What follows belongs to an exercise in optimizing a design on an open flow for small area; a production flow would make more cautious choices.
The RTL was checked by simulation tests, not by an equivalence proof against the original design.
Power figures rest on the tool's default switching activity, not on a simulated workload.

==> flow/design.v <==
module meter_b (
    input  wire        clk,
    input  wire        rst,
    input  wire        rx_valid,
    input  wire [7:0]  rx_data,
    input  wire        clr_minmax,
    input  wire        tick,
    input  wire        cond_reset,
    input  wire [3:0]  cond1_index,
    input  wire [2:0]  cond1_cmp,
    input  wire [24:0] cond1_threshold,
    input  wire [15:0] cond1_duration,
    input  wire [3:0]  cond2_index,
    input  wire [2:0]  cond2_cmp,
    input  wire [24:0] cond2_threshold,
    input  wire [15:0] cond2_duration,
    input  wire [2:0]  rd_idx,
    output wire [24:0] rd_last,
    output wire [24:0] rd_min,
    output wire [24:0] rd_max,
    output reg         cond1_result,
    output reg         cond2_result,
    output reg  [15:0] good_count,
    output reg  [15:0] bad_count
);
    function slt;
        input [24:0] a, b;
        integer j;
        reg r;
        begin
            r = 1'b0;
            for (j = 0; j < 24; j = j + 1)
                r = (~a[j] & b[j]) | (~a[j] & r) | (b[j] & r);
            slt = (a[24] & ~b[24]) | (a[24] & r) | (~b[24] & r);
        end
    endfunction
    function uge16;
        input [15:0] a, b;
        integer j;
        reg r;
        begin
            r = 1'b1;
            for (j = 0; j < 16; j = j + 1)
                r = (a[j] & ~b[j]) | (a[j] & r) | (~b[j] & r);
            uge16 = r;
        end
    endfunction
    reg  [5:0] idx;      
    reg  [7:0] sum;      
    reg  [7:0] sum_n;
    reg  [8:0] sc;
    integer j;
    always @(*) begin
        sc[0] = 1'b0;
        for (j = 0; j < 8; j = j + 1) begin
            sum_n[j]  = sum[j] ^ rx_data[j] ^ sc[j];
            sc[j + 1] = (sum[j] & rx_data[j]) | (sum[j] & sc[j]) | (rx_data[j] & sc[j]);
        end
    end
    wire       idle   = (idx == 6'd0);
    wire       store  = rx_valid & ~idle;
    wire       lastb  = store & (idx == 6'd34);
    wire       ok     = (sum_n == 8'hFF);       
    wire       commit = lastb & ok;
    always @(posedge clk) begin
        if (rst)
            idx <= 6'd0;
        else if (rx_valid) begin
            if (idle) begin
                if (rx_data == 8'h55) idx <= 6'd1;
            end else if (idx == 6'd34)
                idx <= 6'd0;
            else
                idx <= idx + 6'd1;
        end
    end
    always @(posedge clk)
        if (rx_valid) sum <= idle ? 8'h55 : sum_n;
    reg  [7:0] bb [1:21];
    wire [7:0] wbyte = rst ? 8'h00 : rx_data;
    integer k;
    always @(posedge clk)
        for (k = 1; k <= 21; k = k + 1)
            if (rst | (store & (idx == k)))
                bb[k] <= wbyte;
    reg [4:0] t;        
    reg       ty_fr, ty_cnt, ty_tk, ty_rst;
    always @(posedge clk) begin
        if (rst | lastb | tick) begin
            t      <= 5'd0;
            ty_fr  <= ~rst & commit;
            ty_cnt <= rst | lastb;
            ty_tk  <= ~rst & tick;
            ty_rst <= rst;
        end else if (t != 5'd31)
            t <= t + 5'd1;
    end
    reg  cg, cb;       
    wire rot_c = ty_cnt & ~t[4];
    always @(posedge clk) begin
        if (rst | lastb) begin
            cg <= ~rst & ok;
            cb <= ~rst & ~ok;
        end else if (rot_c) begin
            good_count <= {~ty_rst & (good_count[0] ^ cg), good_count[15:1]};
            bad_count  <= {~ty_rst & (bad_count[0] ^ cb), bad_count[15:1]};
            cg <= cg & good_count[0];
            cb <= cb & bad_count[0];
        end
    end
    reg [23:0] last [0:6];
    integer q;
    always @(posedge clk)
        if (commit | (ty_rst & (t == 5'd0)))
            for (q = 0; q < 7; q = q + 1)
                last[q] <= {bb[3*q+1], bb[3*q+2], bb[3*q+3]};
    reg  [24:0] e_sum;
    reg  [24:0] eci, eco;      
    reg  [24:0] ea, eb;
    reg         ec8_q, ec16_q;
    integer m;
    always @(*) begin
        ea = {last[5][23], last[5]};
        eb = {last[6][23], last[6]};
        for (m = 0; m < 25; m = m + 1) begin
            if (m == 0)       eci[m] = 1'b0;
            else if (m == 8)  eci[m] = ec8_q;
            else if (m == 16) eci[m] = ec16_q;
            else              eci[m] = eco[m - 1];
            e_sum[m] = ea[m] ^ eb[m] ^ eci[m];
            eco[m]   = (ea[m] & eb[m]) | (ea[m] & eci[m]) | (eb[m] & eci[m]);
        end
    end
    always @(posedge clk) begin
        ec8_q  <= eco[7];
        ec16_q <= eco[15];
    end
    integer f;
    reg [23:0] max_u [0:2];    
    reg [22:0] max_s [3:6];    
    reg [23:0] max_e;          
    reg [23:0] min_s [3:6];    
    reg [24:0] min_e;          
    wire       early = (t[4:3] == 2'b00);
    wire [2:0] sel = ~early ? rd_idx :
                     ty_tk  ? (t[0] ? cond2_index[2:0] : cond1_index[2:0]) :
                     t[2:0];
    wire        tks = early & ty_tk;           
    wire [24:0] th  = t[0] ? cond2_threshold : cond1_threshold;
    reg [24:0] L, MN, MX;
    always @(*) begin
        case (sel)
            3'd0: L = {1'b0, last[0]};
            3'd1: L = {1'b0, last[1]};
            3'd2: L = {1'b0, last[2]};
            3'd3: L = {last[3][23], last[3]};
            3'd4: L = {last[4][23], last[4]};
            3'd5: L = {last[5][23], last[5]};
            3'd6: L = {last[6][23], last[6]};
            default: L = e_sum;
        endcase
        case (sel)
            3'd0: MX = {1'b0, max_u[0]};
            3'd1: MX = {1'b0, max_u[1]};
            3'd2: MX = {1'b0, max_u[2]};
            3'd3: MX = {2'b00, max_s[3]};
            3'd4: MX = {2'b00, max_s[4]};
            3'd5: MX = {2'b00, max_s[5]};
            3'd6: MX = {2'b00, max_s[6]};
            default: MX = {1'b0, max_e};
        endcase
        case (sel)
            3'd3: MN = {min_s[3][23], min_s[3]};
            3'd4: MN = {min_s[4][23], min_s[4]};
            3'd5: MN = {min_s[5][23], min_s[5]};
            3'd6: MN = {min_s[6][23], min_s[6]};
            3'd7: MN = min_e;
            default: MN = 25'd0;
        endcase
        if (tks) begin
            MN = th;
            MX = th;
        end
    end
    assign rd_last = L;
    assign rd_min  = MN;
    assign rd_max  = MX;
    wire lt_min = slt(L, MN);      
    wire gt_max = slt(MX, L);      
    wire        clr  = rst | clr_minmax;
    wire [24:0] W    = clr ? 25'd0 : L;
    wire        mm   = early & ty_fr;
    wire [2:0]  d    = t[2:0];
    always @(posedge clk) begin
        for (f = 0; f < 3; f = f + 1)
            if (clr | (mm & (d == f) & gt_max)) max_u[f] <= W[23:0];
        for (f = 3; f < 7; f = f + 1) begin
            if (clr | (mm & (d == f) & gt_max)) max_s[f] <= W[22:0];
            if (clr | (mm & (d == f) & lt_min)) min_s[f] <= W[23:0];
        end
        if (clr | (mm & (d == 3'd7) & gt_max)) max_e <= W[23:0];
        if (clr | (mm & (d == 3'd7) & lt_min)) min_e <= W;
    end
    wire        c2    = t[0];
    wire [2:0]  ccmp  = c2 ? cond2_cmp : cond1_cmp;
    wire        cbad  = c2 ? cond2_index[3] : cond1_index[3];
    wire        th_lt = gt_max;           
    wire        th_gt = lt_min;           
    reg         hit;
    always @(*) begin
        case (ccmp)
            3'd0:    hit = th_lt;
            3'd1:    hit = ~th_gt;
            3'd2:    hit = ~th_lt & ~th_gt;
            3'd3:    hit = ~th_lt;
            3'd4:    hit = th_gt;
            3'd5:    hit = th_lt | th_gt;
            default: hit = 1'b0;
        endcase
    end
    wire c = ~cbad & hit;
    reg [15:0] held1, held2;
    reg        pend1, pend2;
    reg        keep1, keep2, ch1, ch2;
    wire ge1 = uge16(held1, cond1_duration);
    wire ge2 = uge16(held2, cond2_duration);
    wire step1 = ty_tk & (t == 5'd0);
    wire step2 = ty_tk & (t == 5'd1);
    wire rot_h = (ty_tk | ty_rst) & (t[4] ^ t[3]);    
    always @(posedge clk) begin
        if (rst) begin
            cond1_result <= 1'b0; pend1 <= 1'b0; keep1 <= 1'b0;
        end else if (cond_reset) begin
            cond1_result <= 1'b0; pend1 <= 1'b1;
        end else if (step1) begin
            if (pend1 | ~c)
                cond1_result <= 1'b0;
            else if (ge1)
                cond1_result <= 1'b1;
            keep1 <= c & ~pend1;
            pend1 <= 1'b0;
        end
    end
    always @(posedge clk) begin
        if (rst) begin
            cond2_result <= 1'b0; pend2 <= 1'b0; keep2 <= 1'b0;
        end else if (cond_reset) begin
            cond2_result <= 1'b0; pend2 <= 1'b1;
        end else if (step2) begin
            if (pend2 | ~c)
                cond2_result <= 1'b0;
            else if (ge2)
                cond2_result <= 1'b1;
            keep2 <= c & ~pend2;
            pend2 <= 1'b0;
        end
    end
    always @(posedge clk) begin
        if (step1 | step2) begin
            ch1 <= 1'b1;
            ch2 <= 1'b1;
        end else if (rot_h) begin
            held1 <= {keep1 & (held1[0] ^ ch1), held1[15:1]};
            held2 <= {keep2 & (held2[0] ^ ch2), held2[15:1]};
            ch1   <= ch1 & held1[0];
            ch2   <= ch2 & held2[0];
        end
    end
endmodule
clock: 12.0 ns
lec_check: 0
abc_area: 1
cap_margin: 20
core_area: 2.3 2.72 253.3 253.2
die_area: 0 0 256 256
place_density: 0.6
slew_margin: 20
standard.sh (not shown) runs the stock make flow with config.mk's settings and CLKGATE_MAP_FILE= SYNTH_SCRIPT=/design/flow/synth_recipe.tcl, a recipe that flattens the netlist after the stock synthesis.
==> flow/flow/run.sh <==
#!/bin/bash
# Layout flow: the standard ORFS flow, with three changes to how the
# layout is made:
#  - synthesis maps logic with an area-oriented ABC script (flow/abc_area.script);
#    the registers, their names and cells are those of the standard synthesis
#  - port buffers use the smallest buffer cell
#  - clock tree built from small clock buffers, without dummy loads
# Every tool's output goes to logs in this folder (make.log, orfs/logs/...).
set -euo pipefail
W=$PWD
rm -rf "$W/scripts_mod"
cp -r "$FLOW_HOME/scripts" "$W/scripts_mod"
cp "$W/flow/abc_area.script" "$W/scripts_mod/abc_area.script"

CTS="-sink_clustering_enable -repair_clock_nets -dont_use_dummy_load -buf_list sky130_fd_sc_hd__clkbuf_4 -sink_clustering_size 10 -sink_clustering_max_diameter 50"

make -C "$FLOW_HOME" DESIGN_CONFIG="$FLOW_CONFIG" WORK_HOME="$W/orfs" \
    CLKGATE_MAP_FILE= SYNTH_SCRIPT="$W/synth_recipe.tcl" \
    SCRIPTS_DIR="$W/scripts_mod" \
    BUFFER_PORTS_ARGS="-buffer_cell sky130_fd_sc_hd__buf_1" \
    CTS_ARGS="$CTS" \
    finish > "$W/make.log" 2>&1

R="$W/orfs/results/$FLOW_PLATFORM/meter_b/base"
: # left out here: write the final layout as DEF
==> flow/flow/abc_area.script <==
strash
&get -n
&deepsyn -T 20
&dch -f
&nf -R 1000
&put
topo
Next try:
--- a/flow/flow/run.sh
+++ b/flow/flow/run.sh
@@ -15 +15 @@
-CTS="-sink_clustering_enable -repair_clock_nets -dont_use_dummy_load -buf_list sky130_fd_sc_hd__clkbuf_4 -sink_clustering_size 10 -sink_clustering_max_diameter 50"
+CTS="-sink_clustering_enable -repair_clock_nets -dont_use_dummy_load -buf_list sky130_fd_sc_hd__clkbuf_4 -sink_clustering_size 9 -sink_clustering_max_diameter 45"
==> flow/flow/abc_area.script (replaced) <==
strash
&get -n
&dch -f
&nf -R 1000
&put
topo
Settings changed: CAP_MARGIN 20 to 0, CORE_AREA 2.3 2.72 253.3 253.2 to 2.3 2.72 239.8 239.6, DIE_AREA 0 0 256 256 to 0 0 242 242, PLACE_DENSITY 0.6 to 0.65, SLEW_MARGIN 20 to 0.
Result:
- register-to-register slack gets worse by 1.1 ns
- fmax falls by 13%
- non-clock buffer count came out higher by 38
- global-route usage grows by 1.7 points
- routed wire length went down by 3.2%
- hold slack gets better by 0.012 ns
- synthesized cell count rises by 2.6%
- utilization climbs by 6.8 points
- first-iteration DRC count rose by 11%
- total power climbs by 0.31%
Next try:
--- a/flow/flow/run.sh
+++ b/flow/flow/run.sh
@@ -15 +15 @@
-CTS="-sink_clustering_enable -repair_clock_nets -dont_use_dummy_load -buf_list sky130_fd_sc_hd__clkbuf_4 -sink_clustering_size 9 -sink_clustering_max_diameter 45"
+CTS="-sink_clustering_enable -repair_clock_nets -dont_use_dummy_load -buf_list sky130_fd_sc_hd__clkbuf_4 -sink_clustering_size 10 -sink_clustering_max_diameter 50"
==> flow/flow/abc_area.script (replaced) <==
strash
&get -n
&deepsyn -T 20
&dch -f
&nf -R 1000
&put
topo
Settings changed: CAP_MARGIN 0 to 20, CORE_AREA 2.3 2.72 239.8 239.6 to 2.3 2.72 253.3 253.2, DIE_AREA 0 0 242 242 to 0 0 256 256, PLACE_DENSITY 0.65 to 0.75, SLEW_MARGIN 0 to 20.
Result: Fmax is higher by 9.4%; non-clock buffer count is lower by 47; sequential cell count is unchanged; count of clock-buffer cells in the layout is lower by 10; final cell count is lower by 0.35%.
Next try:
==> flow/flow/abc_area.script (replaced) <==
strash
&get -n
&dch -f
&nf -R 1000
&put
topo
Settings changed: PLACE_DENSITY 0.75 to 0.6.
Result: Setup slack gets worse by 0.92 ns; design area goes up by 2.3%; final cell count goes up by about 3%; area after synthesis goes up by 0.83%; sequential share of layout area goes down by 1.6 points; total power goes up by about 0.34%; utilization goes up by 1.1 points; worst hold slack gets worse by 0.036 ns; routed wire length goes up by 2.1%; die area stays the same.
Next try:
--- a/flow/flow/run.sh
+++ b/flow/flow/run.sh
@@ -15 +15 @@
-CTS="-sink_clustering_enable -repair_clock_nets -dont_use_dummy_load -buf_list sky130_fd_sc_hd__clkbuf_4 -sink_clustering_size 10 -sink_clustering_max_diameter 50"
+CTS="-sink_clustering_enable -repair_clock_nets -dont_use_dummy_load -buf_list sky130_fd_sc_hd__clkbuf_4 -sink_clustering_size 9 -sink_clustering_max_diameter 45"
Settings changed: CAP_MARGIN 20 to 0, SLEW_MARGIN 20 to 0.
=> The new run completed without violations; hold slack is better by 0.0054 ns; clock skew rose by 0.040 ns; clock power goes up by about 4%; via count rises by 0.42%; final area hardly moves; final cell count went up by 0.34%; worst setup slack degrades by 0.094 ns; core utilization stays flat; total power goes up by 0.82%.
Next try:
--- a/flow/flow/run.sh
+++ b/flow/flow/run.sh
@@ -7,0 +8 @@
+#  - no pre-placement timing repair (REMOVE_ABC_BUFFERS=1): timing is repaired after placement
@@ -15 +16 @@
-CTS="-sink_clustering_enable -repair_clock_nets -dont_use_dummy_load -buf_list sky130_fd_sc_hd__clkbuf_4 -sink_clustering_size 9 -sink_clustering_max_diameter 45"
+CTS="-sink_clustering_enable -repair_clock_nets -dont_use_dummy_load -buf_list sky130_fd_sc_hd__clkbuf_4 -sink_clustering_size 10 -sink_clustering_max_diameter 50"
@@ -21 +22 @@
-    CTS_ARGS="$CTS" \
+    CTS_ARGS="$CTS" REMOVE_ABC_BUFFERS=1 \
Settings changed: CAP_MARGIN 0 to 20, SLEW_MARGIN 0 to 20.
Cell area stays flat.
Core utilization increases by 0.12 points.
Worst setup slack loses 0.30 ns.

-- re-timing with driven ports --
In the flow no input, the clock included, has a driving cell. The finished layouts below were timed again as built, in two steps. Step 1 (the two cells are an assumption about what drives the block):
set clk [get_ports {clk}]
set_driving_cell -lib_cell sky130_fd_sc_hd__clkbuf_16 $clk
set_driving_cell -lib_cell sky130_fd_sc_hd__buf_2 [delete_from_list [all_inputs] $clk]
Step 2 adds t to the input delays and takes it off the output delays; t is the mean of the earliest and latest rising clock arrival at the registers after step 1. Input paths then give back, and output paths get back, about the clock's delay inside the block. a / b / c = no drivers / after step 1 / after step 2; a / b = the first two.
| run | t, ns | slack for setup (ns) | worst setup path at the end | pins driven straight from the clock port |
|---|---|---|---|---|
| the first run | 0.891 | 2.092 / 2.127 / 1.236 | input to register | 1 |
| the second run | 0.872 | 0.629 / 0.668 / -0.204 | input to register | 1 |
| the third run | 0.857 | 1.604 / 1.634 / 0.776 | input to register | 1 |
| the fourth run | 0.883 | 0.683 / 0.713 / -0.170 | input to register | 1 |
| the fifth run | 0.888 | 0.589 / 0.625 / -0.263 | input to register | 1 |
| the sixth run | 0.900 | 0.293 / 0.326 / -0.574 | input to register | 1 |
Met with ideal ports but missed after step 2: setup timing in the second run, the fourth run, the fifth run and the sixth run. For the sixth run, which loses most, drivers alone change the setup slack by +0.033 ns; drivers and shift together by -0.867 ns.
